From an optimization exercise on the open Yosys and OpenROAD flow, aimed at small area; shortcuts taken in it are not production practice. RTL that was checked went through simulation tests only; none was proved equivalent to the original. The RTL of run 4 was laid out without a check of its function. The flow treats the clock pin as an ideal source, which a real chip does not have. Power is estimated from default activity; no workload was simulated.

--- design/flow/design.v ---
module jtag_pdi_sniffer (
    input  wire       clk,
    input  wire       rst,         
    input  wire       smp_valid,   
    input  wire       tms,
    input  wire       tdi,
    input  wire       tdo,
    output wire       out_valid,
    output wire [7:0] out_data,
    output reg        pdi_err
);
    localparam [3:0] S_RESET      = 4'hF,
                     S_IDLE       = 4'hC,
                     S_SELECT_DR  = 4'h7,
                     S_CAPTURE_DR = 4'h6,
                     S_SHIFT_DR   = 4'h2,
                     S_EXIT1_DR   = 4'h1,
                     S_PAUSE_DR   = 4'h3,
                     S_EXIT2_DR   = 4'h0,
                     S_UPDATE_DR  = 4'h5,
                     S_SELECT_IR  = 4'h4,
                     S_CAPTURE_IR = 4'hE,
                     S_SHIFT_IR   = 4'hA,
                     S_EXIT1_IR   = 4'h9,
                     S_PAUSE_IR   = 4'hB,
                     S_EXIT2_IR   = 4'h8,
                     S_UPDATE_IR  = 4'hD;
    localparam [1:0] K_END  = 2'd0,    
                     K_NEXT = 2'd1,    
                     K_REP  = 2'd2,    
                     K_CAP  = 2'd3;    
    reg [3:0] tap;
    reg       ir_rst;      
    reg [3:0] irs;
    reg [31:0] dri;
    reg [9:0]  dro;        
    reg [3:0] tap_next;
    always @(*) begin
        case (tap)
            S_RESET:      tap_next = tms ? S_RESET     : S_IDLE;
            S_IDLE:       tap_next = tms ? S_SELECT_DR : S_IDLE;
            S_SELECT_DR:  tap_next = tms ? S_SELECT_IR : S_CAPTURE_DR;
            S_CAPTURE_DR: tap_next = tms ? S_EXIT1_DR  : S_SHIFT_DR;
            S_SHIFT_DR:   tap_next = tms ? S_EXIT1_DR  : S_SHIFT_DR;
            S_EXIT1_DR:   tap_next = tms ? S_UPDATE_DR : S_PAUSE_DR;
            S_PAUSE_DR:   tap_next = tms ? S_EXIT2_DR  : S_PAUSE_DR;
            S_EXIT2_DR:   tap_next = tms ? S_UPDATE_DR : S_SHIFT_DR;
            S_UPDATE_DR:  tap_next = tms ? S_SELECT_DR : S_IDLE;
            S_SELECT_IR:  tap_next = tms ? S_RESET     : S_CAPTURE_IR;
            S_CAPTURE_IR: tap_next = tms ? S_EXIT1_IR  : S_SHIFT_IR;
            S_SHIFT_IR:   tap_next = tms ? S_EXIT1_IR  : S_SHIFT_IR;
            S_EXIT1_IR:   tap_next = tms ? S_UPDATE_IR : S_PAUSE_IR;
            S_PAUSE_IR:   tap_next = tms ? S_EXIT2_IR  : S_PAUSE_IR;
            S_EXIT2_IR:   tap_next = tms ? S_UPDATE_IR : S_SHIFT_IR;
            default:      tap_next = tms ? S_SELECT_DR : S_IDLE;  
        endcase
    end
    always @(posedge clk) begin
        if (rst) begin
            tap    <= S_RESET;
            ir_rst <= 1'b1;
            irs    <= 4'h0;
            dri    <= 32'h0;
            dro    <= 10'h0;
        end else if (smp_valid) begin
            tap <= tap_next;
            if (tap == S_RESET)     ir_rst <= 1'b1;
            if (tap == S_UPDATE_IR) ir_rst <= 1'b0;
            if (tap == S_SHIFT_IR)  irs <= {tdi, irs[3:1]};
            if (tap == S_SHIFT_DR) begin
                dri <= {tdi, dri[31:1]};
                dro <= {tdo, dro[9:1]};
            end
        end
    end
    wire is_id  = ir_rst | (irs == 4'h3);
    wire is_pdi = !ir_rst && (irs == 4'h7);
    wire commit = smp_valid && (tap == S_UPDATE_DR) && (is_id || is_pdi);
    reg [6:1] e;
    always @(posedge clk) begin
        if (rst) e <= 6'd0;
        else     e <= {e[5:1], commit};
    end
    reg        idle;
    reg        dir;        
    reg [1:0]  kind;
    reg [1:0]  m;          
    reg [1:0]  arg;        
    reg        dir2;       
    reg [31:0] rep;
    reg [23:0] acc;
    wire       wr    = idle | dir;
    wire [8:0] frame = wr ? dri[30:22] : dro[8:0];
    wire       bad   = ^frame;
    wire [7:0] b     = frame[7:0];
    wire       upd   = e[2] & is_pdi;
    wire       data  = upd & !bad & !idle;
    wire       last  = (m == 2'd0);
    reg        repz;
    wire       rep_step = data & last & (kind == K_REP);
    wire       rep_ld   = data & last & (kind == K_CAP);
    reg [32:0] rz;
    integer k;
    always @(*) begin
        rz[0] = rep_step & !repz;
        for (k = 0; k < 32; k = k + 1) rz[k+1] = rz[k] & !rep[k];
    end
    wire rep_zero = repz | rz[32];
    always @(posedge clk) begin
        if (rep_ld) rep <= {acc, b};
        else        rep <= rep ^ rz[31:0];
    end
    always @(posedge clk) begin
        if (rst | (upd & bad & !idle & (kind == K_REP)) | rz[32]) repz <= 1'b1;
        else if (rep_ld)                                           repz <= 1'b0;
    end
    always @(posedge clk) begin
        if (upd) acc <= idle ? 24'd0 : {acc[15:0], b};
    end
    wire [3:0] op = b[7:4];
    always @(posedge clk) begin
        if (rst)
            idle <= 1'b1;
        else if (upd)
            idle <= bad | (idle ? (op == 4'hF)
                                : last & (kind != K_NEXT) & ((kind != K_REP) | rep_zero));
    end
    always @(posedge clk) begin
        if (upd) begin
            if (idle) begin
                arg  <= (op == 4'h7) ? 2'd3 : b[1:0];
                dir2 <= b[5];
                case (op)
                    4'h0, 4'h2: begin dir <= 1'b1; kind <= K_NEXT; m <= b[3:2]; end  
                    4'h7:       begin dir <= 1'b1; kind <= K_NEXT; m <= 2'd3;   end  
                    4'h1:       begin dir <= 1'b0; kind <= K_REP;  m <= b[1:0]; end  
                    4'h3:       begin dir <= 1'b1; kind <= K_REP;  m <= b[1:0]; end  
                    4'h5:       begin dir <= 1'b1; kind <= K_CAP;  m <= b[1:0]; end  
                    4'h6:       begin dir <= 1'b1; kind <= K_END;  m <= 2'd0;   end  
                    default:    begin dir <= 1'b0; kind <= K_END;  m <= 2'd0;   end
                endcase
            end else if (!last) begin
                m <= m - 2'd1;
            end else if (kind == K_NEXT) begin
                kind <= K_END;
                dir  <= dir2;
                m    <= arg;
            end else begin
                m <= arg;
            end
        end
    end
    wire pdi_ok = !idle && !bad;    
    assign out_valid = (e[1] & (is_id | pdi_ok)) | (e[2] & !is_id & pdi_ok) |
                       ((e[3] | e[4] | e[5] | e[6]) & is_id);
    always @(*) pdi_err = e[1] & !is_id & bad;
    assign out_data = ({8{e[1]}} & {7'b0001000, !is_id}) |
                      ({8{e[2]}} & b) |
                      ({8{e[3]}} & dri[31:24]) |
                      ({8{e[4]}} & dri[23:16]) |
                      ({8{e[5]}} & dri[15:8]) |
                      ({8{e[6]}} & dri[7:0]);
endmodule
--- design/flow/flow/run.sh ---
#!/bin/bash
# Standard layout, with two changes: clock tree synthesis without dummy
# loads (and clkbuf_4 buffers), and plain buf_1 cells as the port buffers.
set -euo pipefail
export CTS_ARGS="-sink_clustering_enable -repair_clock_nets -buf_list sky130_fd_sc_hd__clkbuf_4 -sink_clustering_size 40 -sink_clustering_max_diameter 100 -dont_use_dummy_load"
export BUFFER_PORTS_ARGS="-buffer_cell sky130_fd_sc_hd__buf_1"
bash standard.sh > standard.log 2>&1
--- design/flow/standard.sh ---
#!/bin/bash
# synth_recipe.tcl (not shown) runs the flow's synth.tcl, then flattens the netlist and writes it again
# the make line also repeats each setting of config.mk as NAME=value (left out here)
make -C /OpenROAD-flow-scripts/flow DESIGN_CONFIG=/design/flow/config.mk WORK_HOME=/design/flow/orfs CLKGATE_MAP_FILE= SYNTH_SCRIPT=/design/flow/synth_recipe.tcl "${@:-finish}"
--- design/flow/config.mk ---
export PLATFORM = sky130hd
export DESIGN_NAME = jtag_pdi_sniffer
export DESIGN_NICKNAME = jtag_pdi_sniffer
export VERILOG_FILES = /design/flow/design.v
export SDC_FILE = /design/flow/constraint.sdc
export NUM_CORES = 4
export LEC_CHECK = 0
export ABC_AREA = 0
export CAP_MARGIN = 20
export CORE_MARGIN = 2
export CORE_UTILIZATION = 65
export CTS_BUF_LIST = sky130_fd_sc_hd__clkbuf_4
export CTS_CLUSTER_DIAMETER = 100
export CTS_CLUSTER_SIZE = 40
export SLEW_MARGIN = 20
--- design/flow/constraint.sdc ---
create_clock -name core_clock -period 10.0 [get_ports {clk}]
set_input_delay 2.0000 -clock core_clock [delete_from_list [all_inputs] [get_ports {clk}]]
set_output_delay 2.0000 -clock core_clock [all_outputs]
set_load 0.01 [all_outputs]
==> flow_summary.toml, run 1 <==
[status]
status = "finished clean"

[timing]
finalSetupTns_ns = 0
timing.hold.ws_ns = 0.427
slew_violations = 0
max_freq_mhz = 108
layout_min_cycle_time_ns = 9.28
maxSlewHeadroom_pct = 38.5
skew_ns = 0.0456
min_period_over_period_pct = 92.8
hold_violations = 0
rsz0062_at_grt = "false"
worstMarginPinSlew_ns = 0.914
setup-violations-final = 0

[cts]
cts-buffers-inserted = 17
cts_resized = 0
clock_path_buffers = 2
cts_tree = "built"
cts_num_sinks = 123
cts_setup_buffers = 0
clock_latency_ns = 0.51
ctsHoldBuffers = 0
htreeDepth = 4
cts_root_buffer = "clkbuf_4"
cts.clk_slew.worst_paths_ns = 0.12

[layout]
multi_input_area_um2 = 2420
final_cells = 699
fin_area_um2 = 5820
n_antenna_cell = 0
area_delta_synth_final_pct = 4.10
seq_area_um2 = 2780
nets = 641
drive_gt1_share_pct = 5.89
fillCellCount = 686
fin_util_pct = 70.5

[placed_design]
dp_hpwl_um = 7330
place.gp.congestion = 0.838
placed_cells = 682
port_buffers = 15
post_dp_cell_area_um2 = 5690

[logic_synthesis]
ys_top_cells_by_area = "dfxtp_1 33%, edfxtp_1 17%, ha_1 8.7%"
yosys.area.top_type_share_pct = 32.6
synth_edf_count = 32
synth_cell_types = 50
synthTopCellsByCount = "97 x nand2_1, 91 x dfxtp_1, 66 x inv_1, 55 x a21oi_1"
synth_warnings = 1
synth_cells = 586
syn_area_per_cell_um2 = 9.54
syn-num-nets = 631
synth_area_um2 = 5590
seq_area_frac_synth_pct = 49.8
synth_most_common_cell = "nand2_1"
yosys_register_bits = 123
synth_ff_type = "dfxtp_1"
synth_async_sr_flop_share_pct = 0
yosysTopAreaCell = "dfxtp_1"

[drt]
antenna_left = 0
wl_met2_um = 5420
firstDrtPassIters = 4
wl_per_cell_um = 15.4
top_layer = "met4"
initialDrtViolationCount = 156
drcViolationCount = 0
dr_wl_met3_um = 524
routed_wl_um = 10700
vias_per_cell = 5.65
dr_total_vias = 3947
drt-met1-wl_um = 4530

[min_path]
hold_path.class = "flip-flop to flip-flop"
min_path_cells = 2
whs_endpoint = "dri[11]"
hp-start = "dri[12]"

[worst_setup_path]
critPathTopFamily = "adder cells"
slowest_stage = "edfxtp_1"
crit_path_start_kind = "flip-flop"
rrSetupSlack_ns = 0.72
reg2reg_to = "idle"
crit_fanout = 9
critPathArrivalTime_ns = 9.66
end_kind = "flip-flop"
crit_required_ns = 10.38
crit_type = "flip-flop to flip-flop"
r2r_cells = 46
path_common_cell = "ha_1"
cp_slowest_stage_delay_ns = 0.46
cp_num_buf_inv = 1
r2r-start = "dir"
crit_start = "dir"

[die]
die-area_um2 = 9360
core_um2 = 8260
die_w_um = 96.7
die_h_um = 96.7
start_util_pct = 67.7
rows = 33
ioPinCount = 16

[pwr]
p_leak_uw = 0.00288
power_density_nw_per_um2 = 130
ir_worst_vdd_mv = 0.0822

[global_routing]
grt_pass1_wl_um = 18200
grt_antenna_before_repair = 0
grt_start_max_net_pins = 62
grt-ovfl-total = 0
track_usage_pct = 24.2
grt_pass1_vias = 3824

[flow_run]
drv_cap = 0
flip-flops by register name, summed over array words and instances, names as in the netlist, 2 cells and up:
register  flops
dri          32
rep          32
acc          24
dro          10
e             6
irs           4
tap           4
arg           2
kind          2
m             2
metrics by stage:
| step | total power, uW | setup slack [ns] |
|---|---|---|
| global placement | 543 | 1.03 |
| CTS | 764 | 0.730 |
| detailed placement | 544 | 0.771 |
| global route | 788 | 0.194 |
| floorplan | 539 | 1.55 |
| finish | 758 | 0.722 |
report_power, final:
| part | leakage, uW | internal (uW) | switching, uW |
|---|---|---|---|
| registers | 0.00101 | 510 | 4.01 |
| logic | 0.00179 | 6.71 | 12.0 |
| clock network | 0.0000782 | 77.6 | 148 |
| total | 0.00288 | 594 | 164 |
cells by family after synthesis:
logic type	count (synthesis)	share of synthesized area, %
buffers and inverters	97	7.12
multiplexers	45	8.35
XOR/XNOR	9	1.54
AO/OA/AOI/OAI	105	11.5
AND/OR/NAND/NOR	168	13.0
adder cells (fa/ha/maj)	39	8.73
flip-flops	123	49.8
worst register-to-register path, delay by kind of cell (launching register included):
kind	cells	cell delay (ns)
multiplexers	1	0.39
buffers and inverters	1	0.15
AO/OA/AOI/OAI	2	0.25
adder cells (fa/ha/maj)	33	6.11
XOR/XNOR	3	0.76
AND/OR/NAND/NOR	6	1.02
flip-flops	1	0.46
worst max path at each step:
stage                      end  slack, ns  cells after the start
after CTS                 idle       0.73                     46
final                     idle       0.72                     46
after global routing      idle       0.19                     46
after floorplan           idle       1.55                     46
after detailed placement  idle       0.77                     46
after global placement    idle       1.03                     46
cell usage in the layout, fill, tap and decap left out, drive strengths merged, types with 2 or more instances in the layout:
cell / instances
nand2: 97
dfxtp: 91
inv: 66
a21oi: 55
nor2: 42
mux2i: 42
ha: 39
edfxtp: 32
buf: 21
clkbuf: 18
o21ai: 12
nor2b: 8
a22o: 6
a221oi: 6
xnor2: 6
nor3: 5
mux2: 3
xor2: 3
o31ai: 3
nor4: 3
a31oi: 3
a211o: 3
nand3b: 2
o21a: 2
o221ai: 2
o211ai: 2
a22oi: 2
and3: 2
a21o: 2
per-layer routing:
metal  vias to the layer above  track usage, %
li1                       1986               -
met1                      1838            29.1
met2                        99            41.6
met3                        24            6.36
met4                         0            8.78
met5                         -               0
area by class of cell:
cell class | count | area share, %
clock buffer | 17 | 2.19
multi-input combinational | 366 | 41.6
tap | 105 | 2.26
timing repair buffer | 22 | 1.89
sequential | 123 | 47.8
inverter | 66 | 4.26
==> run 2, diff against run 1 <==
==> design/flow/run.sh (new file) <==
#!/bin/bash
# synth_recipe.tcl (not shown) runs the flow's synth.tcl, then flattens the netlist and writes it again
# the make line also repeats each setting of config.mk as NAME=value (left out here)
make -C /OpenROAD-flow-scripts/flow DESIGN_CONFIG=/design/flow/config.mk WORK_HOME=/design/flow/orfs CLKGATE_MAP_FILE= SYNTH_SCRIPT=/design/flow/synth_recipe.tcl finish
--- a/design/flow/config.mk
+++ b/design/flow/config.mk
@@ -8,7 +8,7 @@
 export ABC_AREA = 0
 export CAP_MARGIN = 20
 export CORE_MARGIN = 2
-export CORE_UTILIZATION = 65
+export CORE_UTILIZATION = 40
 export CTS_BUF_LIST = sky130_fd_sc_hd__clkbuf_4
 export CTS_CLUSTER_DIAMETER = 100
 export CTS_CLUSTER_SIZE = 40
removed: design/flow/flow/run.sh
removed: design/flow/standard.sh
==> run 2 against run 1 <==
Effect of this change:
- still clean
- area after synthesis stayed put
- global-route usage is 7.8 points lower
- worst setup slack better by 0.058 ns
- non-clock buffer count stayed put
- sequential cell count stayed put
- register-to-register slack better by 0.06 ns
- wire length is 5.1% higher
- core utilization is 26 points lower
- synthesized cell count stayed put
- critical path type unchanged
- highest routed layer unchanged
==> flow_summary.toml, run 2 <==
[status]
status = "finished clean"

[worst_setup_path]
end_kind = "flip-flop"
path_common_cell = "ha_1"
reg2reg_to = "idle"
slowest_stage = "edfxtp_1"
crit_path_start_kind = "flip-flop"
critPathArrivalTime_ns = 9.64
crit_required_ns = 10.42
rrSetupSlack_ns = 0.78
cp_slowest_stage_delay_ns = 0.47
crit_type = "flip-flop to flip-flop"
r2r_cells = 46
crit_fanout = 9
r2r-start = "dir"

[drt]
antenna_left = 0
firstDrtPassIters = 4
wl_met2_um = 5740
drt-met1-wl_um = 4850
top_layer = "met4"
initialDrtViolationCount = 310
dr_wl_met3_um = 506
vias_per_cell = 5.09
drcViolationCount = 0
wl_per_cell_um = 14.3
dr_total_vias = 4013
routed_wl_um = 11300

[cts]
ctsHoldBuffers = 0
cts-buffers-inserted = 17
cts_root_buffer = "clkbuf_4"
cts_resized = 0
clock_path_buffers = 2
cts.clk_slew.worst_paths_ns = 0.10
clock_latency_ns = 0.53
cts_setup_buffers = 0
cts_num_sinks = 123
cts_tree = "built"
htreeDepth = 4

[timing]
min_period_over_period_pct = 92.2
worstMarginPinSlew_ns = 0.852
setup-violations-final = 0
max_freq_mhz = 108
layout_min_cycle_time_ns = 9.22
maxSlewHeadroom_pct = 42.6
slew_violations = 0
rsz0062_at_grt = "false"
skew_ns = 0.0220
hold_violations = 0
finalSetupTns_ns = 0

[logic_synthesis]
ys_top_cells_by_area = "dfxtp_1 33%, edfxtp_1 17%, ha_1 8.7%"
synth_area_um2 = 5590
syn_area_per_cell_um2 = 9.54
synth_ff_type = "dfxtp_1"
synth_warnings = 1
synth_most_common_cell = "nand2_1"
synth_edf_count = 32
synth_cell_types = 50
syn-num-nets = 631
yosysTopAreaCell = "dfxtp_1"
yosys_register_bits = 123
seq_area_frac_synth_pct = 49.8
yosys.area.top_type_share_pct = 32.6
synth_cells = 586
synth_async_sr_flop_share_pct = 0
synthTopCellsByCount = "97 x nand2_1, 91 x dfxtp_1, 66 x inv_1, 55 x a21oi_1"

[placed_design]
port_buffers = 15
placed_cells = 757
dp_hpwl_um = 7530
post_dp_cell_area_um2 = 5870
place.gp.congestion = 0.814

[min_path]
hp-start = "dri[0]"
hold_path.class = "flip-flop to flip-flop"
min_path_cells = 2
whs_endpoint = "dri[0]"

[pwr]
power.total_uw = 884
p_leak_uw = 0.00300
ir_worst_vdd_mv = 0.123
power_density_nw_per_um2 = 144

[layout]
largest_registers = "dri (32), rep (32), acc (24)"
final_cell_mix = "97 x nand2_1, 91 x dfxtp_1, 66 x inv_1"
nets = 641
final_cells = 789
drive_gt1_share_pct = 7.39
area_delta_synth_final_pct = 10.0
fin_util_pct = 44.7
n_antenna_cell = 0
fin_area_um2 = 6150
layout_commonest_cell = "nand2_1"

[die]
die_h_um = 122
die_w_um = 122
start_util_pct = 40.6
core_um2 = 13800
die-area_um2 = 14900
rows = 43
ioPinCount = 16

[global_routing]
grt_antenna_before_repair = 0
grt_pass1_wl_um = 18600
grt-ovfl-total = 0
track_usage_pct = 16.3
grt_start_max_net_pins = 56
grt_pass1_vias = 3917

[flow_run]
drv_cap = 0
[run 2: cell counts after synthesis]
Identical to the previous run, type by type.
[run 2: kinds of logic (layout without fill, tap and decap cells)]
logic type | Yosys count | count (layout) | synth area share, %
mux | 45 | 45 | 8.35
buf+inv | 97 | 120 | 7.12
compound gates | 105 | 105 | 11.5
simple gates | 168 | 168 | 13.0
fa+ha+maj | 39 | 39 | 8.73
xor+xnor | 9 | 9 | 1.54
flops | 123 | 123 | 49.8
[run 2: routing by layer]
layer / GRT usage, % / up-vias
met4: 6.25 / 0
li1: - / 1996
met2: 27.2 / 90
met1: 19.2 / 1906
met3: 6.18 / 21
met5: 0 / -
[run 2: power by group]
group	switching, uW	total (uW)	internal [uW]
Combinational	11.9	19.7	7.79
Clock	175	351	176
Sequential	4.10	514	510
[run 2: critical path, delay by kind of cell, from the launching register on]
| family | cells | cell delay [ns] |
|---|---|---|
| compound gates | 2 | 0.25 |
| mux | 1 | 0.39 |
| simple gates | 6 | 1.03 |
| buf+inv | 1 | 0.14 |
| flops | 1 | 0.47 |
| fa+ha+maj | 33 | 6.16 |
| xor+xnor | 3 | 0.70 |
[run 2: area by class of cell]
cell class,count,area (um^2)
well taps,180,225
fillers,1385,7620
flip-flops and latches,123,2780
inverters,66,248
multi-input cells,366,2420
clock buffers,20,150
repair buffers,22,198
clock inverters,12,129
[run 2: worst max path at each step]
stage | startpoint | endpoint | slack [ns] | cells past startpoint
CTS | dir | idle | 0.70 | 46
finish | dir | idle | 0.78 | 46
detailed placement | dir | idle | 0.75 | 46
global placement | dir | idle | 1.01 | 46
floorplan | dir | idle | 1.55 | 46
global route | dir | idle | 0.14 | 46
[run 2: stage by stage]
step / hold slack, ns / setup slack [ns]
floorplan: 0.432 / 1.55
global placement: 0.442 / 1.01
detailed placement: 0.445 / 0.747
CTS: 0.463 / 0.697
global route: 0.485 / 0.138
finish: 0.458 / 0.780
==> run 3, diff against run 2 <==
--- a/design/flow/design.v
+++ b/design/flow/design.v
@@ -96,26 +96,52 @@
     wire       upd   = e[2] & is_pdi;
     wire       data  = upd & !bad & !idle;
     wire       last  = (m == 2'd0);
-    reg        repz;
-    wire       rep_step = data & last & (kind == K_REP);
-    wire       rep_ld   = data & last & (kind == K_CAP);
-    reg [32:0] rz;
+    localparam [1:0] M_NONE = 2'd0,
+                     M_STEP = 2'd1,
+                     M_CLR  = 2'd2,
+                     M_LD   = 2'd3;
+    reg [1:0] ph;
+    reg [1:0] md;
+    reg       spend;       
+    wire rep_zero = (rep == 32'd0);
+    wire rep_step = data & last & (kind == K_REP) & !rep_zero;
+    wire rep_ld   = data & last & (kind == K_CAP);
+    wire rep_clr  = rst | (upd & bad & !idle & (kind == K_REP));
+    wire z2 = (rep[23:16] == 8'd0);
+    wire z1 = (rep[15:8]  == 8'd0);
+    wire z0 = (rep[7:0]   == 8'd0);
+    wire bw = (md == M_STEP) &
+              ((ph == 2'd3) | (z2 & ((ph == 2'd2) | (z1 & ((ph == 2'd1) | z0)))));
+    reg [8:0] bc;          
+    reg [7:0] hd;
     integer k;
     always @(*) begin
-        rz[0] = rep_step & !repz;
-        for (k = 0; k < 32; k = k + 1) rz[k+1] = rz[k] & !rep[k];
+        bc[0] = bw;
+        for (k = 0; k < 8; k = k + 1) begin
+            hd[k]   = rep[24+k] ^ bc[k];
+            bc[k+1] = bc[k] & !rep[24+k];
+        end
     end
-    wire rep_zero = repz | rz[32];
+    wire [7:0] x = (rep_clr | (md == M_CLR)) ? 8'd0 :
+                   (rep_ld  | (md == M_LD))  ? acc[23:16] : hd;
+    always @(posedge clk) rep <= {rep[23:0], x};
     always @(posedge clk) begin
-        if (rep_ld) rep <= {acc, b};
-        else        rep <= rep ^ rz[31:0];
+        if (rep_clr | rep_ld) begin
+            ph    <= 2'd1;
+            md    <= rep_clr ? M_CLR : M_LD;
+            spend <= 1'b0;
+        end else begin
+            ph <= ph + 2'd1;
+            if (ph == 2'd3) begin
+                md    <= (spend | rep_step) ? M_STEP : M_NONE;
+                spend <= 1'b0;
+            end else if (rep_step) begin
+                spend <= 1'b1;
+            end
+        end
     end
     always @(posedge clk) begin
-        if (rst | (upd & bad & !idle & (kind == K_REP)) | rz[32]) repz <= 1'b1;
-        else if (rep_ld)                                           repz <= 1'b0;
-    end
-    always @(posedge clk) begin
-        if (upd) acc <= idle ? 24'd0 : {acc[15:0], b};
+        if (upd | (md == M_LD)) acc <= (upd & idle) ? 24'd0 : {acc[15:0], b};
     end
     wire [3:0] op = b[7:4];
     always @(posedge clk) begin
==> design/flow/flow/run.sh (new file) <==
#!/bin/bash
# Standard layout, with two changes: clock tree synthesis without dummy
# loads (and clkbuf_4 buffers), and plain buf_1 cells as the port buffers.
set -euo pipefail
export CTS_ARGS="-sink_clustering_enable -repair_clock_nets -buf_list sky130_fd_sc_hd__clkbuf_4 -sink_clustering_size 40 -sink_clustering_max_diameter 100 -dont_use_dummy_load"
export BUFFER_PORTS_ARGS="-buffer_cell sky130_fd_sc_hd__buf_1"
bash standard.sh > standard.log 2>&1
==> design/flow/standard.sh (new file) <==
#!/bin/bash
# synth_recipe.tcl (not shown) runs the flow's synth.tcl, then flattens the netlist and writes it again
# the make line also repeats each setting of config.mk as NAME=value (left out here)
make -C /OpenROAD-flow-scripts/flow DESIGN_CONFIG=/design/flow/config.mk WORK_HOME=/design/flow/orfs CLKGATE_MAP_FILE= SYNTH_SCRIPT=/design/flow/synth_recipe.tcl "${@:-finish}"
removed: design/flow/run.sh
==> run 3 against run 2 <==
Effect of this change:
- non-clock buffer count decreased by 3
- synthesized cell count decreased by 4.4%
- critical path depth decreased by 39
- wire length decreased by 5.1%
- worst hold slack got worse by 0.13 ns
- global-route usage decreased by 0.53 points
- sequential share of layout area increased by 5.8 points
- worst setup slack improved by 3.7 ns
- first-iteration DRC count unchanged
- critical path type is now flip-flop to primary output
- largest power group unchanged
- highest routed layer unchanged
==> flow_summary.toml, run 3 <==
[status]
status = "finished clean"

[logic_synthesis]
synth_edf_count = 34
synth_area_um2 = 5340
yosys_register_bits = 127
synth_most_common_cell = "nand2_1"
synth_warnings = 1
synth_async_sr_flop_share_pct = 0
synth_cells = 560
seq_area_frac_synth_pct = 54.0
yosys.area.top_type_share_pct = 34.9
synth_ff_type = "dfxtp_1"
yosysTopAreaCell = "dfxtp_1"
syn_area_per_cell_um2 = 9.53
ys_top_cells_by_area = "dfxtp_1 35%, edfxtp_1 19%, nand2_1 7.7%"
synthTopCellsByCount = "110 x nand2_1, 93 x dfxtp_1, 55 x a21oi_1, 34 x edfxtp_1, 31 x nor2_1"
synth_cell_types = 56
syn-num-nets = 583

[layout]
drive_gt1_share_pct = 6.39
fin_area_um2 = 5650
nets = 588
area_delta_synth_final_pct = 5.93
final_cell_mix = "110 x nand2_1, 93 x dfxtp_1, 55 x a21oi_1"
largest_registers = "dri (32), rep (32), acc (24)"
layout_commonest_cell = "nand2_1"

[cts]
cts_resized = 0
cts.clk_slew.worst_paths_ns = 0.11
cts-buffers-inserted = 17
clock_latency_ns = 0.51
cts_root_buffer = "clkbuf_4"
clock_path_buffers = 2
ctsHoldBuffers = 0
cts_setup_buffers = 0
htreeDepth = 4
cts_tree = "built"
cts_num_sinks = 127

[worst_setup_path]
cp_slowest_stage_delay_ns = 0.68
critPathArrivalTime_ns = 3.56
path_cells = "nor2_4 -> mux2i_1 -> ha_1 -> xor2_1 -> xor2_1 -> nor2_1 -> buf_1"
slowest_stage = "xor2_1"
crit_fanout = 16
end_kind = "primary output"
crit_path_start_kind = "flip-flop"
crit_type = "flip-flop to primary output"
path_common_cell = "xor2_1"
crit_required_ns = 8.00
r2r_cells = 7

[timing]
layout_min_cycle_time_ns = 5.56
skew_ns = 0.0481
rsz0062_at_grt = "false"
setup-violations-final = 0
slew_violations = 0
worstMarginPinSlew_ns = 0.782
hold_violations = 0
min_period_over_period_pct = 55.6
maxSlewHeadroom_pct = 47.7
finalSetupTns_ns = 0
max_freq_mhz = 180

[pwr]
power.total_uw = 831
ir_worst_vdd_mv = 0.0786
power_density_nw_per_um2 = 147
p_leak_uw = 0.00199

[drt]
dr_total_vias = 3821
firstDrtPassIters = 4
routed_wl_um = 10700
antenna_left = 0
drcViolationCount = 0
vias_per_cell = 5.16
wl_per_cell_um = 14.5
initialDrtViolationCount = 310

[min_path]
min_path_cells = 0
hold_path.class = "flip-flop to flip-flop"

[die]
die_h_um = 120
core_um2 = 13100
ioPinCount = 16
die_w_um = 120
rows = 42
start_util_pct = 40.6
die-area_um2 = 14300

[flow_run]
drv_cap = 0

[placed_design]
place.gp.congestion = 0.769
dp_hpwl_um = 7300
port_buffers = 15
post_dp_cell_area_um2 = 5520

[global_routing]
grt_pass1_vias = 3585
track_usage_pct = 15.8
grt_antenna_before_repair = 0
grt_pass1_wl_um = 17800
grt-ovfl-total = 0
grt_start_max_net_pins = 63
-- run 3: cell types whose count changed in the layout (fill, tap and decap cells not counted), sizes merged, moves of 8 or more --
cell and delta:
clkdlybuf4s50 -14, mux2i -29, inv -44, and2 +19, o21ai +8, clkinv -8
buf +10, nor2 -10, ha -22, nand2 +13
-- run 3: kinds of logic after synthesis --
logic type | share of synthesized area [%]
and+or+nand+nor | 18.1
DFF | 54.0
AOI/OAI and AO/OA | 14.4
buffers and inverters | 4.03
adders and majority gates | 3.99
muxes | 2.88
xor gates and xnor gates | 2.60
-- run 3: power breakdown --
part / internal [uW] / switching [uW] / total [uW] / leakage, uW
Sequential: 542 / 10.1 / 552 / 0.00106
Clock: 77.6 / 154 / 231 / 0.0000782
Combinational: 19.0 / 28.7 / 47.7 / 0.000857
Total: 639 / 192 / 831 / 0.00199
-- run 3: final timing paths --
check	from	endpoint	slack (ns)
min reg2reg	rep[6]	rep[14]	0.33
max reg2reg	idle	rep[7]	6.49
min	rep[6]	rep[14]	0.33
max	idle	pdi_err	4.44
-- run 3: worst max-delay path: cells and delay by family (launching register included) --
kind          cells  cell delay [ns]
fa+ha+maj         1             0.33
buf+inv           1             0.17
xor+xnor          2             1.04
mux               1             0.51
simple gates      2             0.55
flops             1             0.47
-- run 3: through the flow --
stage,worst slack [ns],instances,hold WS [ns],utilization (%)
floorplan,5.74,560,0.331,-
global placement,5.08,722,0.334,42.0
detailed placement,4.94,722,0.338,42.0
CTS,4.38,739,0.330,43.0
global route,4.10,739,0.335,43.0
finish,4.44,740,0.329,43.0
-- run 3: layer usage --
layer	up-vias	share of wire (%)	routed length, um	track usage, %
met4	0	1.8	193	6.99
met3	12	3.5	374	4.56
met1	1783	49	5250	21.7
met2	78	46	4900	23.2
met5	-	0	0	0
li1	1948	-	-	-
-- run 3: layout make-up --
class,instances,area (um^2)
antenna,1,2.50
clock buffer,17,128
fill,1309,7480
inverter,23,86.3
multi-input combinational,377,2250
sequential,127,2880
tap,176,220
timing repair buffer,19,87.6
==> run 4, diff against run 3 <==
--- a/design/flow/design.v
+++ b/design/flow/design.v
@@ -96,6 +96,25 @@
     wire       upd   = e[2] & is_pdi;
     wire       data  = upd & !bad & !idle;
     wire       last  = (m == 2'd0);
+    reg [1:0] aph;
+    reg       apend;       
+    reg       lpend;       
+    wire      a0     = (aph == 2'd0);
+    wire      app    = a0 & (apend | cap_app);
+    wire      rep_ld = a0 & (lpend | cap_end);
+    wire [7:0] y     = (app | rep_ld) ? dri[29:22] : acc[23:16];
+    always @(posedge clk) acc <= {acc[15:0], y};
+    always @(posedge clk) begin
+        if (rst) begin
+            aph   <= 2'd0;
+            apend <= 1'b0;
+            lpend <= 1'b0;
+        end else begin
+            aph   <= (app | rep_ld | (aph == 2'd2)) ? 2'd0 : aph + 2'd1;
+            apend <= (apend | cap_app) & !a0;
+            lpend <= (lpend | cap_end) & !a0;
+        end
+    end
     localparam [1:0] M_NONE = 2'd0,
                      M_STEP = 2'd1,
                      M_CLR  = 2'd2,
@@ -105,7 +124,8 @@
     reg       spend;       
     wire rep_zero = (rep == 32'd0);
     wire rep_step = data & last & (kind == K_REP) & !rep_zero;
-    wire rep_ld   = data & last & (kind == K_CAP);
+    wire cap_app  = data & !last & (kind == K_CAP);   
+    wire cap_end  = data & last & (kind == K_CAP);    
     wire rep_clr  = rst | (upd & bad & !idle & (kind == K_REP));
     wire z2 = (rep[23:16] == 8'd0);
     wire z1 = (rep[15:8]  == 8'd0);
@@ -122,7 +142,9 @@
             bc[k+1] = bc[k] & !rep[24+k];
         end
     end
-    wire [7:0] x = (rep_clr | (md == M_CLR)) ? 8'd0 :
+    wire [1:0] ls    = rep_ld ? 2'd0 : ph;
+    wire       lmask = ({1'b0, ls} + {1'b0, arg}) < 3'd3;
+    wire [7:0] x = (rep_clr | (md == M_CLR) | ((rep_ld | (md == M_LD)) & lmask)) ? 8'd0 :
                    (rep_ld  | (md == M_LD))  ? acc[23:16] : hd;
     always @(posedge clk) rep <= {rep[23:0], x};
     always @(posedge clk) begin
@@ -139,9 +161,6 @@
                 spend <= 1'b1;
             end
         end
-    end
-    always @(posedge clk) begin
-        if (upd | (md == M_LD)) acc <= (upd & idle) ? 24'd0 : {acc[15:0], b};
     end
     wire [3:0] op = b[7:4];
     always @(posedge clk) begin
==> run 4 against run 3 <==
Effect of this change:
- core utilization up 0.095 points
- via count increased by 2.4%
- still clean on timing, DRC and antenna
- maximum frequency increased by 3.9%
- cell area up 0.22%
- clock skew rose by 0.0016 ns
- worst hold slack got worse by 0.039 ns
- critical endpoint is now out_valid
- sequential power barely moved
- clock power is essentially flat
- synthesized cell count rose by 1.1%
==> flow_summary.toml, run 4 <==
[layout]
drive_gt1_share_pct = 7.54
largest_registers = "dri (32), rep (32), acc (24)"
final_cells = 746
final_cell_mix = "121 x dfxtp_1, 98 x nand2_1, 66 x a21oi_1"
area_delta_synth_final_pct = 5.87
nets = 599
fin_area_um2 = 5670
layout_commonest_cell = "dfxtp_1"
n_antenna_cell = 0

[logic_synthesis]
yosysTopAreaCell = "dfxtp_1"
synth_edf_count = 10
yosys_register_bits = 131
synth_area_um2 = 5350
syn_area_per_cell_um2 = 9.45
synth_cell_types = 60
seq_area_frac_synth_pct = 50.9
synth_async_sr_flop_share_pct = 0
ys_top_cells_by_area = "dfxtp_1 45%, nand2_1 6.9%, a21oi_1 6.3%"
synthTopCellsByCount = "121 x dfxtp_1, 98 x nand2_1, 67 x a21oi_1, 29 x clkbuf_1, 24 x inv_1"
synth_ff_type = "dfxtp_1"
synth_most_common_cell = "dfxtp_1"
synth_warnings = 1
syn-num-nets = 593
yosys.area.top_type_share_pct = 45.3
synth_cells = 566

[flow_run]
drv_cap = 0

[worst_setup_path]
end_kind = "primary output"
reg2reg_to = "rep[2]"
r2r-start = "idle"
r2r_cells = 16
crit_required_ns = 8.00
crit_fanout = 19
critPathArrivalTime_ns = 3.35
crit_type = "flip-flop to primary output"
critPathTopFamily = "simple AND/OR/NAND/NOR gates"
cp_num_buf_inv = 2
crit_path_start_kind = "flip-flop"
rrSetupSlack_ns = 5.95
cp_slowest_stage_delay_ns = 0.52
path_cells = "nor2_4 -> mux2_2 -> inv_1 -> ha_1 -> xnor2_1 -> nor3_1 -> nor2_1 -> xor2_1 -> o32ai_1 -> buf_1"
slowest_stage = "dfxtp_1"

[die]
rows = 42
start_util_pct = 40.7
die_h_um = 120
die-area_um2 = 14300
core_um2 = 13100
die_w_um = 120
ioPinCount = 16

[global_routing]
grt_pass1_vias = 3955
grt-ovfl-total = 0
grt_antenna_before_repair = 0
grt_start_max_net_pins = 65
track_usage_pct = 16.6
grt_pass1_wl_um = 18800

[cts]
cts_setup_buffers = 0
cts_num_sinks = 131
cts_root_buffer = "clkbuf_4"
cts_tree = "built"
cts_resized = 0
cts.clk_slew.worst_paths_ns = 0.10
ctsHoldBuffers = 0
clock_latency_ns = 0.50
clock_path_buffers = 2
htreeDepth = 4
cts-buffers-inserted = 17

[placed_design]
dp_worst_setup_slack_ns = 5.20
dp_hpwl_um = 7910
post_dp_cell_area_um2 = 5530
placed_cells = 729
port_buffers = 15
place.gp.congestion = 0.855

[drt]
wl_per_cell_um = 15.0
vias_per_cell = 5.25
routed_wl_um = 11200
initialDrtViolationCount = 182
drcViolationCount = 0
dr_total_vias = 3913
antenna_left = 0
firstDrtPassIters = 7

[timing]
skew_ns = 0.0497
slew_violations = 0
rsz0062_at_grt = "false"
timing.hold.ws_ns = 0.290
setup_ws_ns = 4.65
layout_min_cycle_time_ns = 5.35
setup-violations-final = 0
hold_violations = 0
max_freq_mhz = 187
finalSetupTns_ns = 0
maxSlewHeadroom_pct = 54.3
min_period_over_period_pct = 53.5
worstMarginPinSlew_ns = 0.685

[min_path]
whs_endpoint = "acc[8]"
hp-start = "acc[0]"
hold_path.class = "flip-flop to flip-flop"
min_path_cells = 0

[pwr]
power_density_nw_per_um2 = 149
ir_worst_vdd_mv = 0.0735
p_leak_uw = 0.00209

[status]
status = "finished clean"
==> run 4: layout make-up <==
| cell class | instances | area [um^2] |
|---|---|---|
| Multi-Input combinational cell | 379 | 2420 |
| Timing Repair Buffer | 19 | 87.6 |
| Fill cell | 1309 | 7470 |
| Inverter | 24 | 90.1 |
| Tap cell | 176 | 220 |
| Clock buffer | 17 | 128 |
| Sequential cell | 131 | 2720 |
==> run 4: power by group <==
| part | internal [uW] | leakage, uW | switching [uW] |
|---|---|---|---|
| sequential | 540 | 0.00106 | 9.50 |
| combinational | 25.0 | 0.000949 | 36.5 |
| clock | 77.8 | 0.0000782 | 153 |
| total | 643 | 0.00209 | 199 |
==> run 4: worst max-delay path by stage <==
stage               startpoint  depth (start not counted)  slack [ns]        end
floorplan                  dir                          8        5.56  out_valid
global placement          idle                          9        5.29  out_valid
detailed placement        idle                         10        5.20  out_valid
CTS                       idle                         10        4.62  out_valid
global route              idle                         10        4.40  out_valid
finish                    idle                         10        4.65  out_valid
==> run 4: worst reg2reg max path, cell delays in order (launching register included) <==
cell and delay, ns:
dfxtp_1 0.52, nor2_4 0.36, mux2_2 0.41, inv_1 0.10, ha_1 0.27, xnor2_1 0.16, nor3_1 0.30, nor3_1 0.10
mux2_4 0.32, a22o_1 0.24, nor2_1 0.12, ha_1 0.17, fa_1 0.41, a21oi_1 0.15, inv_1 0.13, nand4_1 0.12
mux2i_1 0.08
==> run 4: metrics by stage <==
step                      utilization [%]  power [uW]
after floorplan                         -         605
after global placement               42.1         621
after CTS                            43.1         853
final                                43.1         841
after detailed placement             42.1         623
after global routing                 43.1         882
==> run 4: layer usage <==
metal	track usage (%)	wire length, um
met2	27.6	5320
met4	5.96	176
met5	0	0
met1	20.1	5230
met3	5.13	421
==> run 4: cell families after synthesis <==
kind of cell,count (synthesis),synth area share (%)
AO/OA/AOI/OAI,130,15.4
XOR/XNOR,10,1.64
adder cells (fa/ha/maj),21,5.05
buffers and inverters,56,4.11
flip-flops,131,50.9
multiplexers,30,6.01
AND/OR/NAND/NOR,188,16.9
==> run 5, diff against run 4 <==
--- a/design/flow/design.v
+++ b/design/flow/design.v
@@ -96,41 +96,18 @@
     wire       upd   = e[2] & is_pdi;
     wire       data  = upd & !bad & !idle;
     wire       last  = (m == 2'd0);
-    reg [1:0] aph;
-    reg       apend;       
-    reg       lpend;       
-    wire      a0     = (aph == 2'd0);
-    wire      app    = a0 & (apend | cap_app);
-    wire      rep_ld = a0 & (lpend | cap_end);
-    wire [7:0] y     = (app | rep_ld) ? dri[29:22] : acc[23:16];
-    always @(posedge clk) acc <= {acc[15:0], y};
-    always @(posedge clk) begin
-        if (rst) begin
-            aph   <= 2'd0;
-            apend <= 1'b0;
-            lpend <= 1'b0;
-        end else begin
-            aph   <= (app | rep_ld | (aph == 2'd2)) ? 2'd0 : aph + 2'd1;
-            apend <= (apend | cap_app) & !a0;
-            lpend <= (lpend | cap_end) & !a0;
-        end
-    end
-    localparam [1:0] M_NONE = 2'd0,
-                     M_STEP = 2'd1,
-                     M_CLR  = 2'd2,
-                     M_LD   = 2'd3;
     reg [1:0] ph;
-    reg [1:0] md;
+    reg       mstep;       
+    reg       mld;         
     reg       spend;       
-    wire rep_zero = (rep == 32'd0);
+    reg       repz;
+    wire rep_zero = repz | (rep == 32'd0);
     wire rep_step = data & last & (kind == K_REP) & !rep_zero;
-    wire cap_app  = data & !last & (kind == K_CAP);   
-    wire cap_end  = data & last & (kind == K_CAP);    
-    wire rep_clr  = rst | (upd & bad & !idle & (kind == K_REP));
+    wire rep_ld   = data & last & (kind == K_CAP);
     wire z2 = (rep[23:16] == 8'd0);
     wire z1 = (rep[15:8]  == 8'd0);
     wire z0 = (rep[7:0]   == 8'd0);
-    wire bw = (md == M_STEP) &
+    wire bw = mstep &
               ((ph == 2'd3) | (z2 & ((ph == 2'd2) | (z1 & ((ph == 2'd1) | z0)))));
     reg [8:0] bc;          
     reg [7:0] hd;
@@ -142,25 +119,34 @@
             bc[k+1] = bc[k] & !rep[24+k];
         end
     end
-    wire [1:0] ls    = rep_ld ? 2'd0 : ph;
-    wire       lmask = ({1'b0, ls} + {1'b0, arg}) < 3'd3;
-    wire [7:0] x = (rep_clr | (md == M_CLR) | ((rep_ld | (md == M_LD)) & lmask)) ? 8'd0 :
-                   (rep_ld  | (md == M_LD))  ? acc[23:16] : hd;
+    wire [7:0] x = (rep_ld | mld) ? acc[23:16] : hd;
     always @(posedge clk) rep <= {rep[23:0], x};
     always @(posedge clk) begin
-        if (rep_clr | rep_ld) begin
-            ph    <= 2'd1;
-            md    <= rep_clr ? M_CLR : M_LD;
+        if (rst) begin
+            ph    <= 2'd0;
+            mstep <= 1'b0;
+            mld   <= 1'b0;
             spend <= 1'b0;
+        end else if (rep_ld) begin
+            ph  <= 2'd1;
+            mld <= 1'b1;
         end else begin
             ph <= ph + 2'd1;
             if (ph == 2'd3) begin
-                md    <= (spend | rep_step) ? M_STEP : M_NONE;
+                mstep <= spend | rep_step;
+                mld   <= 1'b0;
                 spend <= 1'b0;
             end else if (rep_step) begin
                 spend <= 1'b1;
             end
         end
+    end
+    always @(posedge clk) begin
+        if (rst | (upd & bad & !idle & (kind == K_REP))) repz <= 1'b1;
+        else if (rep_ld)                                  repz <= 1'b0;
+    end
+    always @(posedge clk) begin
+        if (upd | mld) acc <= (upd & idle) ? 24'd0 : {acc[15:0], b};
     end
     wire [3:0] op = b[7:4];
     always @(posedge clk) begin
--- a/design/flow/config.mk
+++ b/design/flow/config.mk
@@ -6,10 +6,10 @@
 export NUM_CORES = 4
 export LEC_CHECK = 0
 export ABC_AREA = 0
-export CAP_MARGIN = 20
+export CAP_MARGIN = 0
 export CORE_MARGIN = 2
 export CORE_UTILIZATION = 40
 export CTS_BUF_LIST = sky130_fd_sc_hd__clkbuf_4
 export CTS_CLUSTER_DIAMETER = 100
 export CTS_CLUSTER_SIZE = 40
-export SLEW_MARGIN = 20
+export SLEW_MARGIN = 0
==> run 5 against run 4 <==
Effect of this change:
- register-to-register slack gained 0.44 ns
- non-clock buffer count shrank 1
- highest routed layer unchanged
- sequential share of layout area up 4.0 points
- global-route usage is 1.3 points lower
- maximum frequency down 8.3%
- cell area down 2.3%
- die area is 2.1% lower
- worst hold slack better by 0.041 ns
- sequential cell count is 3 lower
- largest power group unchanged
- first-iteration DRC count is 49% higher
==> flow_summary.toml, run 5 <==
[timing]
setup-violations-final = 0
skew_ns = 0.0632
min_period_over_period_pct = 58.4
hold_violations = 0
max_freq_mhz = 171
finalSetupTns_ns = 0
layout_min_cycle_time_ns = 5.84
rsz0062_at_grt = "false"
maxSlewHeadroom_pct = 22.9
slew_violations = 0
worstMarginPinSlew_ns = 1.16

[layout]
area_delta_synth_final_pct = 5.66
layout_commonest_cell = "nand2_1"
largest_registers = "dri (32), rep (32), acc (24)"
drive_gt1_share_pct = 6.02
final_cell_mix = "103 x nand2_1, 96 x dfxtp_1, 64 x a21oi_1"
n_antenna_cell = 0
nets = 573

[cts]
clock_latency_ns = 0.53
cts_root_buffer = "clkbuf_4"
cts-buffers-inserted = 17
clock_path_buffers = 2
htreeDepth = 4
ctsHoldBuffers = 0
cts_tree = "built"
cts_resized = 0
cts_setup_buffers = 0
cts.clk_slew.worst_paths_ns = 0.12
cts_num_sinks = 128

[min_path]
hold_path.class = "flip-flop to flip-flop"
whs_endpoint = "rep[13]"
hp-start = "rep[5]"
min_path_cells = 0

[worst_setup_path]
slowest_stage = "nor2_2"
crit_type = "flip-flop to primary output"
reg2reg_to = "rep[7]"
r2r-start = "idle"
crit_fanout = 18
path_common_cell = "xnor2_1"
r2r_cells = 9
crit_required_ns = 8.00
cp_slowest_stage_delay_ns = 0.60
rrSetupSlack_ns = 6.39
path_cells = "nor2_2 -> mux2i_1 -> ha_1 -> xnor2_1 -> nor3_1 -> nor2_1 -> xnor2_1 -> nand2b_1 -> a21oi_1 -> buf_1"
critPathArrivalTime_ns = 3.84
end_kind = "primary output"
crit_path_start_kind = "flip-flop"

[drt]
antenna_left = 0
wl_per_cell_um = 13.9
dr_total_vias = 3667
drcViolationCount = 0
vias_per_cell = 5.09
firstDrtPassIters = 5
routed_wl_um = 9980
initialDrtViolationCount = 271

[global_routing]
track_usage_pct = 15.2
grt_antenna_before_repair = 0
grt_pass1_vias = 3323
grt-ovfl-total = 0
grt_start_max_net_pins = 66
grt_pass1_wl_um = 16800

[logic_synthesis]
muxShareOfSynthArea_pct = 3.46
synth_cells = 543
ys_top_cells_by_area = "dfxtp_1 37%, edfxtp_1 18%, nand2_1 7.4%"
synthAdderAreaFrac_pct = 4.06
synth_async_sr_flop_share_pct = 0
synth_cell_types = 51
yosys.area_share.simple_pct = 17.2
synth-xor-area-share_pct = 1.51
synthTopCellsByCount = "103 x nand2_1, 96 x dfxtp_1, 64 x a21oi_1, 32 x edfxtp_1, 26 x inv_1"
synth_ff_type = "dfxtp_1"
yosys_register_bits = 128
seq_area_frac_synth_pct = 55.1
synth_most_common_cell = "nand2_1"
synth_area_um2 = 5240
synth_warnings = 1
synth_edf_count = 32
synth_compound_area_share_pct = 14.2
synth_top_family_by_area = "simple AND/OR/NAND/NOR gates"
yosys.area.top_type_share_pct = 36.7
yosysTopAreaCell = "dfxtp_1"
syn-num-nets = 566
syn_area_per_cell_um2 = 9.64

[pwr]
p_leak_uw = 0.00200
power_density_nw_per_um2 = 143
ir_worst_vdd_mv = 0.0740
power.total_uw = 791

[status]
status = "finished clean"

[die]
ioPinCount = 16
die_h_um = 118
start_util_pct = 41.2
core_um2 = 12700
die-area_um2 = 14000
rows = 41
die_w_um = 118

[placed_design]
place.gp.congestion = 0.830
dp_hpwl_um = 6860
port_buffers = 15

[flow_run]
drv_cap = 0
==> run 5: worst max-delay path by stage <==
stage,startpoint,endpoint,slack [ns]
floorplan,idle,out_valid,5.40
global placement,idle,out_valid,4.94
detailed placement,idle,out_valid,4.78
CTS,idle,out_valid,4.18
global route,idle,out_valid,3.64
finish,idle,out_valid,4.16
==> run 5: layer usage <==
metal | vias up | share of wire [%] | global-route usage [%]
li1 | 1888 | - | -
met1 | 1708 | 48 | 19.9
met2 | 60 | 47 | 23.2
met3 | 11 | 4.4 | 5.50
met4 | 0 | 1.0 | 5.58
met5 | - | 0 | 0
==> run 5: per-stage QoR <==
step | util, % | setup WS, ns | hold slack [ns] | instance area (um^2) | std cells
floorplan | - | 5.40 | 0.331 | 5240 | 543
global placement | 42.5 | 4.94 | 0.334 | 5410 | 703
detailed placement | 42.5 | 4.78 | 0.338 | 5410 | 703
CTS | 43.5 | 4.18 | 0.335 | 5530 | 720
global route | 43.5 | 3.64 | 0.336 | 5530 | 720
finish | 43.5 | 4.16 | 0.331 | 5530 | 720
==> run 5: layout make-up <==
type / instances / area (um^2)
Tap cell: 172 / 215
Inverter: 27 / 101
Sequential cell: 128 / 2880
Multi-Input combinational cell: 358 / 2130
Fill cell: 1274 / 7190
Clock buffer: 17 / 128
Timing Repair Buffer: 18 / 80.1
==> run 5: power by group <==
| group | switching (uW) | total, uW | internal, uW | leakage, uW |
|---|---|---|---|---|
| Combinational | 11.9 | 19.6 | 7.78 | 0.000855 |
| Sequential | 7.68 | 543 | 536 | 0.00106 |
| Clock | 150 | 228 | 77.5 | 0.0000782 |
| Total | 170 | 791 | 621 | 0.00200 |
==> run 5: worst max-delay path: cells and delay by family, from the launching register on <==
kind	cells	cell delay (ns)
and+or+nand+nor	4	1.10
xor gates and xnor gates	2	0.54
DFF	1	0.50
muxes	1	0.49
adders and majority gates	1	0.33
buffers and inverters	1	0.17
AOI/OAI and AO/OA	1	0.16
==> run 5: logic make-up (layout without fill, tap and decap cells) <==
group	after synthesis	count (layout)
AND/OR/NAND/NOR	191	191
flip-flops	128	128
AO/OA/AOI/OAI	124	124
buffers and inverters	57	62
adder cells (fa/ha/maj)	17	17
multiplexers	17	17
XOR/XNOR	9	9
==> run 6, diff against run 5 <==
--- a/design/flow/config.mk
+++ b/design/flow/config.mk
@@ -6,10 +6,10 @@
 export NUM_CORES = 4
 export LEC_CHECK = 0
 export ABC_AREA = 0
-export CAP_MARGIN = 0
+export CAP_MARGIN = 20
 export CORE_MARGIN = 2
 export CORE_UTILIZATION = 40
 export CTS_BUF_LIST = sky130_fd_sc_hd__clkbuf_4
 export CTS_CLUSTER_DIAMETER = 100
 export CTS_CLUSTER_SIZE = 40
-export SLEW_MARGIN = 0
+export SLEW_MARGIN = 20
==> run 6 against run 5 <==
Effect of this change:
- area after synthesis stayed put
- worst hold slack better by 0.0020 ns
- combinational power hardly changed
- highest routed layer unchanged
- cell count stayed put
- largest power group unchanged
- sequential cell count stayed put
- still clean
- non-clock buffer count stayed put
==> flow_summary.toml, run 6 <==
[status]
status = "finished clean"

[global_routing]
grt-ovfl-total = 0
grt_start_max_net_pins = 66
track_usage_pct = 15.2
grt_antenna_before_repair = 0
grt_pass1_vias = 3323
grt_pass1_wl_um = 16800

[logic_synthesis]
synth_cells = 543
synthTopCellsByCount = "103 x nand2_1, 96 x dfxtp_1, 64 x a21oi_1, 32 x edfxtp_1, 26 x inv_1"
yosys_register_bits = 128
synth_cell_types = 51
syn-num-nets = 566
yosysTopAreaCell = "dfxtp_1"
synth_area_um2 = 5240
synth_async_sr_flop_share_pct = 0
synth_edf_count = 32
synth_most_common_cell = "nand2_1"
yosys.area.top_type_share_pct = 36.7
seq_area_frac_synth_pct = 55.1
ys_top_cells_by_area = "dfxtp_1 37%, edfxtp_1 18%, nand2_1 7.4%"
syn_area_per_cell_um2 = 9.64
synth_ff_type = "dfxtp_1"
synth_warnings = 1

[worst_setup_path]
crit_required_ns = 8.00
crit_type = "flip-flop to primary output"
critPathArrivalTime_ns = 3.83
path_common_cell = "xnor2_1"
crit_fanout = 18
path_cells = "nor2_2 -> mux2i_1 -> ha_1 -> xnor2_1 -> nor3_1 -> nor2_1 -> xnor2_1 -> nand2b_1 -> a21oi_1 -> buf_1"
crit_path_start_kind = "flip-flop"
cp_slowest_stage_delay_ns = 0.61
slowest_stage = "nor2_2"
end_kind = "primary output"

[layout]
fillCellCount = 1274
drive_gt1_share_pct = 6.02
area_delta_synth_final_pct = 5.81
largest_registers = "dri (32), rep (32), acc (24)"
n_antenna_cell = 0
nets = 573
final_cells = 720
layout_commonest_cell = "nand2_1"
fin_util_pct = 43.5
final_cell_mix = "103 x nand2_1, 96 x dfxtp_1, 64 x a21oi_1"

[min_path]
hold_path.class = "flip-flop to flip-flop"

[die]
rows = 41
die-area_um2 = 14000
ioPinCount = 16
core_um2 = 12700
die_w_um = 118
die_h_um = 118
start_util_pct = 41.2

[drt]
initialDrtViolationCount = 277
firstDrtPassIters = 5
antenna_left = 0
drcViolationCount = 0
wl_per_cell_um = 13.8
vias_per_cell = 5.03
routed_wl_um = 9950
dr_total_vias = 3625

[timing]
max_freq_mhz = 171
rsz0062_at_grt = "false"
worstMarginPinSlew_ns = 0.980
layout_min_cycle_time_ns = 5.83
slew_violations = 0
setup-violations-final = 0
skew_ns = 0.0626
hold_violations = 0
maxSlewHeadroom_pct = 34.1
finalSetupTns_ns = 0
min_period_over_period_pct = 58.3
timing.hold.ws_ns = 0.333

[cts]
cts-buffers-inserted = 17
clock_path_buffers = 2
cts.clk_slew.worst_paths_ns = 0.12
cts_tree = "built"
clock_latency_ns = 0.53
ctsHoldBuffers = 0
htreeDepth = 4
cts_num_sinks = 128
cts_resized = 0
cts_setup_buffers = 0
cts_root_buffer = "clkbuf_4"

[pwr]
p_leak_uw = 0.00200
power_density_nw_per_um2 = 143
ir_worst_vdd_mv = 0.0740

[placed_design]
port_buffers = 15
placed_cells = 703
dp_hpwl_um = 6860
place.gp.congestion = 0.830

[flow_run]
drv_cap = 0
run 6: changes by cell type in the layout (fill, tap and decap cells not counted):
cell / change
o21ai_2: -1
o21ai_4: +1
run 6: cell families after synthesis:
group / after synthesis / synth area share (%)
AO/OA/AOI/OAI: 124 / 14.2
XOR/XNOR: 9 / 1.51
adder cells (fa/ha/maj): 17 / 4.06
buffers and inverters: 57 / 4.47
flip-flops: 128 / 55.1
multiplexers: 17 / 3.46
AND/OR/NAND/NOR: 191 / 17.2
run 6: final timing paths:
path,startpoint,endpoint,slack [ns],cells past startpoint
setup / recovery,idle,out_valid,4.17,10
hold / removal,rep[5],rep[13],0.33,0
setup reg to reg,idle,rep[7],6.37,9
hold reg to reg,rep[5],rep[13],0.33,0
run 6: layout make-up:
cell class                 count  area, um^2  share of cell area [%]
sequential                   128        2880                    52.0
multi-input combinational    358        2130                    38.5
inverter                      27         101                    1.83
clock buffer                  17         128                    2.30
timing repair buffer          18        80.1                    1.45
tap                          172         215                    3.88
run 6: through the flow:
step | cell area, um^2 | setup slack (ns) | power [uW]
after floorplan | 5240 | 5.40 | 569
after global placement | 5410 | 4.94 | 574
after detailed placement | 5410 | 4.78 | 575
after CTS | 5530 | 4.18 | 800
after global routing | 5540 | 3.64 | 832
final | 5540 | 4.17 | 792
run 6: critical path: cells and delay by family (launching register included):
| kind | cells | cell delay [ns] |
|---|---|---|
| flops | 1 | 0.50 |
| fa+ha+maj | 1 | 0.33 |
| mux | 1 | 0.50 |
| compound gates | 1 | 0.16 |
| buf+inv | 1 | 0.17 |
| xor+xnor | 2 | 0.53 |
| simple gates | 4 | 1.11 |
run 6: power by group:
part | switching (uW) | internal (uW) | total, uW
clock | 151 | 77.5 | 229
combinational | 11.8 | 7.77 | 19.6
sequential | 7.69 | 536 | 543
total | 171 | 621 | 792
run 6: routing by layer:
metal / up-vias / wire, um / GRT usage [%] / share of wire [%]
met3: 10 / 474 / 5.50 / 4.8
met2: 50 / 4650 / 23.2 / 47
met4: 0 / 107 / 5.58 / 1.1
met1: 1676 / 4720 / 19.9 / 47
li1: 1889 / - / - / -
met5: - / 0 / 0 / 0
==> run 7, diff against run 6 <==
==> design/flow/flow/run.sh (replaced) <==
#!/bin/bash
# Standard layout, with these changes: clock tree synthesis without dummy
# loads and with clkbuf_4 buffers, then any clock buffer driving a slow
# clock pin upsized (flow/post_cts.tcl); plain buf_1 cells as the port
# buffers. The make output goes to standard.log, the tools' own logs to
# orfs/logs.
set -euo pipefail
export CTS_ARGS="-sink_clustering_enable -repair_clock_nets -buf_list sky130_fd_sc_hd__clkbuf_4 -sink_clustering_size 40 -sink_clustering_max_diameter 100 -dont_use_dummy_load"
export BUFFER_PORTS_ARGS="-buffer_cell sky130_fd_sc_hd__buf_1"
export POST_CTS_TCL="$(pwd)/flow/post_cts.tcl"
bash standard.sh > standard.log 2>&1
==> design/flow/flow/post_cts.tcl (new file) <==
estimate_parasitics -placement
set slow {}
foreach pin [all_registers -clock_pins] {
  set s 0
  foreach e {rise fall} {
    set v [get_property $pin slew_max_$e]
    if {$v > $s} { set s $v }
  }
  if {$s > 0.095} {
    foreach d [get_pins -of_objects [get_nets -of_objects $pin] -filter "direction==output"] {
      lappend slow [get_property [get_cells -of_objects $d] full_name]
    }
  }
}
foreach name [lsort -unique $slow] {
  set inst [[ord::get_db_block] findInst $name]
  if {[string match "*clkbuf_4" [[$inst getMaster] getName]]} {
    puts "post_cts: upsizing $name to clkbuf_8"
    replace_cell $inst sky130_fd_sc_hd__clkbuf_8
  }
}
detailed_placement
check_placement -verbose
estimate_parasitics -placement
==> run 7 against run 6 <==
Effect of this change:
- the flow now stops in clock tree synthesis (4_1_cts)
- synthesized cell count unchanged
- area after synthesis unchanged
==> flow_summary.toml, run 7 <==
[status]
status = "did not finish"
lastStage = "clock tree synthesis (4_1_cts)"
stop_error = "[ERROR STA-0124] instance type 'odb__dbInst' is not an instance."

[logic_synthesis]
synth_cell_types = 51
yosysTopAreaCell = "dfxtp_1"
synth_edf_count = 32
synth_ff_type = "dfxtp_1"
syn-num-nets = 566
synth_warnings = 1
synth_area_um2 = 5240
synth_most_common_cell = "nand2_1"
yosys.area.top_type_share_pct = 36.7
seq_area_frac_synth_pct = 55.1
synth_async_sr_flop_share_pct = 0
synthTopCellsByCount = "103 x nand2_1, 96 x dfxtp_1, 64 x a21oi_1, 32 x edfxtp_1, 26 x inv_1"
synth_cells = 543
ys_top_cells_by_area = "dfxtp_1 37%, edfxtp_1 18%, nand2_1 7.4%"
syn_area_per_cell_um2 = 9.64
yosys_register_bits = 128

[die]
ioPinCount = 16
die_w_um = 118
die_h_um = 118
rows = 41
start_util_pct = 41.2

[placed_design]
dp_hpwl_um = 6860
place.gp.congestion = 0.830
port_buffers = 15

[cts]
cts_num_sinks = 128
-- run 7: kinds of logic after synthesis --
family / after synthesis / synth area share [%]
compound gates: 124 / 14.2
mux: 17 / 3.46
buf+inv: 57 / 4.47
flops: 128 / 55.1
xor+xnor: 9 / 1.51
fa+ha+maj: 17 / 4.06
simple gates: 191 / 17.2
-- run 7: how the worst max path moves through the flow --
stage | end | cells past startpoint
2_1_floorplan | out_valid | 10
3_3_place_gp | out_valid | 10
3_5_place_dp | out_valid | 10
-- run 7: power by group through the flow --
| stage | clock (uW) | combinational (uW) | sequential, uW |
|---|---|---|---|
| after floorplan | 0 | 18.5 | 551 |
| after detailed placement | 0 | 19.8 | 555 |
| after global placement | 0 | 19.4 | 555 |
-- run 7: stage by stage --
step	std cells	area, um^2	hold slack, ns	setup WS, ns	utilization [%]
floorplan	543	5240	0.331	5.40	-
global placement	703	5410	0.334	4.94	42.5
detailed placement	703	5410	0.338	4.78	42.5
==> run 8, diff against run 7 <==
--- a/design/flow/flow/post_cts.tcl
+++ b/design/flow/flow/post_cts.tcl
@@ -13,10 +13,10 @@
   }
 }
 foreach name [lsort -unique $slow] {
-  set inst [[ord::get_db_block] findInst $name]
-  if {[string match "*clkbuf_4" [[$inst getMaster] getName]]} {
+  set cell [get_cells $name]
+  if {[get_property [get_lib_cells -of_objects $cell] name] eq "sky130_fd_sc_hd__clkbuf_4"} {
     puts "post_cts: upsizing $name to clkbuf_8"
-    replace_cell $inst sky130_fd_sc_hd__clkbuf_8
+    replace_cell $cell sky130_fd_sc_hd__clkbuf_8
   }
 }
 detailed_placement
==> run 8 against run 7 <==
Effect of this change:
- now clean on timing, DRC and antenna
- area after synthesis did not move
- synthesized cell count did not move
==> flow_summary.toml, run 8 <==
[status]
status = "finished clean"

[timing]
layout_min_cycle_time_ns = 5.84
max_freq_mhz = 171
slew_violations = 0
hold_violations = 0
rsz0062_at_grt = "false"
worstMarginPinSlew_ns = 0.980
setup-violations-final = 0
maxSlewHeadroom_pct = 34.1
min_period_over_period_pct = 58.4
finalSetupTns_ns = 0
skew_ns = 0.0324

[min_path]
min_path_cells = 0
hold_path.class = "flip-flop to flip-flop"
whs_endpoint = "rep[11]"
hp-start = "rep[3]"

[drt]
initialDrtViolationCount = 279
routed_wl_um = 10000
antenna_left = 0
wl_per_cell_um = 13.9
firstDrtPassIters = 4
dr_total_vias = 3658
vias_per_cell = 5.08
drcViolationCount = 0

[pwr]
switchingPower_uw = 174
power.total_uw = 820
combPwrFrac_pct = 2.4
clockPowerShare_pct = 31.3
power_density_nw_per_um2 = 147
intPower_uw = 646
p_leak_uw = 0.00201
ir_worst_vdd_mv = 0.0777
seqPwrFrac_pct = 66.3
switching_share_pct = 21.2

[die]
die-area_um2 = 14000
start_util_pct = 41.2
ioPinCount = 16
die_h_um = 118
rows = 41
core_um2 = 12700
die_w_um = 118

[global_routing]
grt_busiest_layer = "met2"
grt_antenna_before_repair = 0
grt.met1_usage_pct = 19.9
grt-ovfl-total = 0
met2_usage_pct = 23.1
grt_start_max_net_pins = 66
grt_pass1_wl_um = 16800
met3_usage_pct = 5.79
grt_pass1_vias = 3335
track_usage_pct = 15.3

[logic_synthesis]
yosys_register_bits = 128
yosys.area.top_type_share_pct = 36.7
synth_cells = 543
synth_cell_types = 51
synth_async_sr_flop_share_pct = 0
syn_area_per_cell_um2 = 9.64
synth_edf_count = 32
synth_area_um2 = 5240
synth_most_common_cell = "nand2_1"
seq_area_frac_synth_pct = 55.1
syn-num-nets = 566
synth_ff_type = "dfxtp_1"
synth_warnings = 1
ys_top_cells_by_area = "dfxtp_1 37%, edfxtp_1 18%, nand2_1 7.4%"
yosysTopAreaCell = "dfxtp_1"
synthTopCellsByCount = "103 x nand2_1, 96 x dfxtp_1, 64 x a21oi_1, 32 x edfxtp_1, 26 x inv_1"

[worst_setup_path]
crit_fanout = 18
crit_path_start_kind = "flip-flop"
end_kind = "primary output"
cp_slowest_stage_delay_ns = 0.61
critPathArrivalTime_ns = 3.84
path_cells = "nor2_2 -> mux2i_1 -> ha_1 -> xnor2_1 -> nor3_1 -> nor2_1 -> xnor2_1 -> nand2b_1 -> a21oi_1 -> buf_1"
crit_required_ns = 8.00
path_common_cell = "xnor2_1"
r2r-start = "idle"
crit_type = "flip-flop to primary output"
rrSetupSlack_ns = 6.38
r2r_cells = 9
slowest_stage = "nor2_2"
reg2reg_to = "rep[7]"

[placed_design]
post_dp_cell_area_um2 = 5410
placed_cells = 703
place.gp.congestion = 0.830
port_buffers = 15
dp_hpwl_um = 6860

[cts]
cts_num_sinks = 128
cts.clk_slew.worst_paths_ns = 0.07
clock_latency_ns = 0.54
cts_tree = "built"

[layout]
n_antenna_cell = 0
drive_gt1_share_pct = 6.02
final_cell_mix = "103 x nand2_1, 96 x dfxtp_1, 64 x a21oi_1"
nets = 573
final_cells = 720
area_delta_synth_final_pct = 6.52
fillCellCount = 1268
layout_commonest_cell = "nand2_1"
fin_util_pct = 43.8
fin_area_um2 = 5580
largest_registers = "dri (32), rep (32), acc (24)"

[flow_run]
drv_cap = 0
==> run 8: cells by family (layout without fill, tap and decap cells) <==
| family | after synthesis | after routing | synth area share [%] |
|---|---|---|---|
| DFF | 128 | 128 | 55.1 |
| adders and majority gates | 17 | 17 | 4.06 |
| xor gates and xnor gates | 9 | 9 | 1.51 |
| AOI/OAI and AO/OA | 124 | 124 | 14.2 |
| and+or+nand+nor | 191 | 191 | 17.2 |
| muxes | 17 | 17 | 3.46 |
| buffers and inverters | 57 | 62 | 4.47 |
==> run 8: layout make-up <==
class                           count  area (um^2)  area share [%]
Sequential cell                   128         2880            51.7
Tap cell                          172          215            3.86
Clock buffer                       17          165            2.96
Multi-Input combinational cell    358         2130            38.2
Inverter                           27          101            1.82
Timing Repair Buffer               18         80.1            1.44
==> run 8: worst max-delay path by stage <==
stage	slack, ns	startpoint	cells after the start	to
floorplan	5.40	idle	10	out_valid
global placement	4.94	idle	10	out_valid
detailed placement	4.78	idle	10	out_valid
global route	3.65	idle	10	out_valid
finish	4.16	idle	10	out_valid
==> run 8: layer usage <==
metal	vias to the layer above	routed length (um)
met4	0	139
met5	-	0
met1	1707	4780
li1	1887	-
met3	12	434
met2	52	4640
==> run 8: power by group through the flow <==
| stage | logic [uW] | clock network [uW] | registers [uW] |
|---|---|---|---|
| 2_1_floorplan | 18.5 | 0 | 551 |
| 3_3_place_gp | 19.4 | 0 | 555 |
| 3_5_place_dp | 19.8 | 0 | 555 |
| 5_1_grt | 22.7 | 293 | 545 |
| 6_report | 19.6 | 257 | 543 |
==> run 8: stage by stage <==
step           hold slack [ns]  setup slack (ns)
3_5_place_dp             0.338              4.78
2_1_floorplan            0.331              5.40
6_report                 0.349              4.16
3_3_place_gp             0.334              4.94
5_1_grt                  0.353              3.65
==> run 8: worst max-delay path, delay by kind of cell (launching register included) <==
kind | cells | cell delay, ns
adder cells (fa/ha/maj) | 1 | 0.33
multiplexers | 1 | 0.50
buffers and inverters | 1 | 0.17
flip-flops | 1 | 0.49
XOR/XNOR | 2 | 0.54
AO/OA/AOI/OAI | 1 | 0.16
AND/OR/NAND/NOR | 4 | 1.11

Setup slack of run 8, layout unchanged: 4.159 ns with ideal ports, 4.128 ns with driving cells assumed (clock clkbuf_16, inputs buf_2), 4.682 ns with port delays also shifted by the 0.554 ns mid clock arrival.
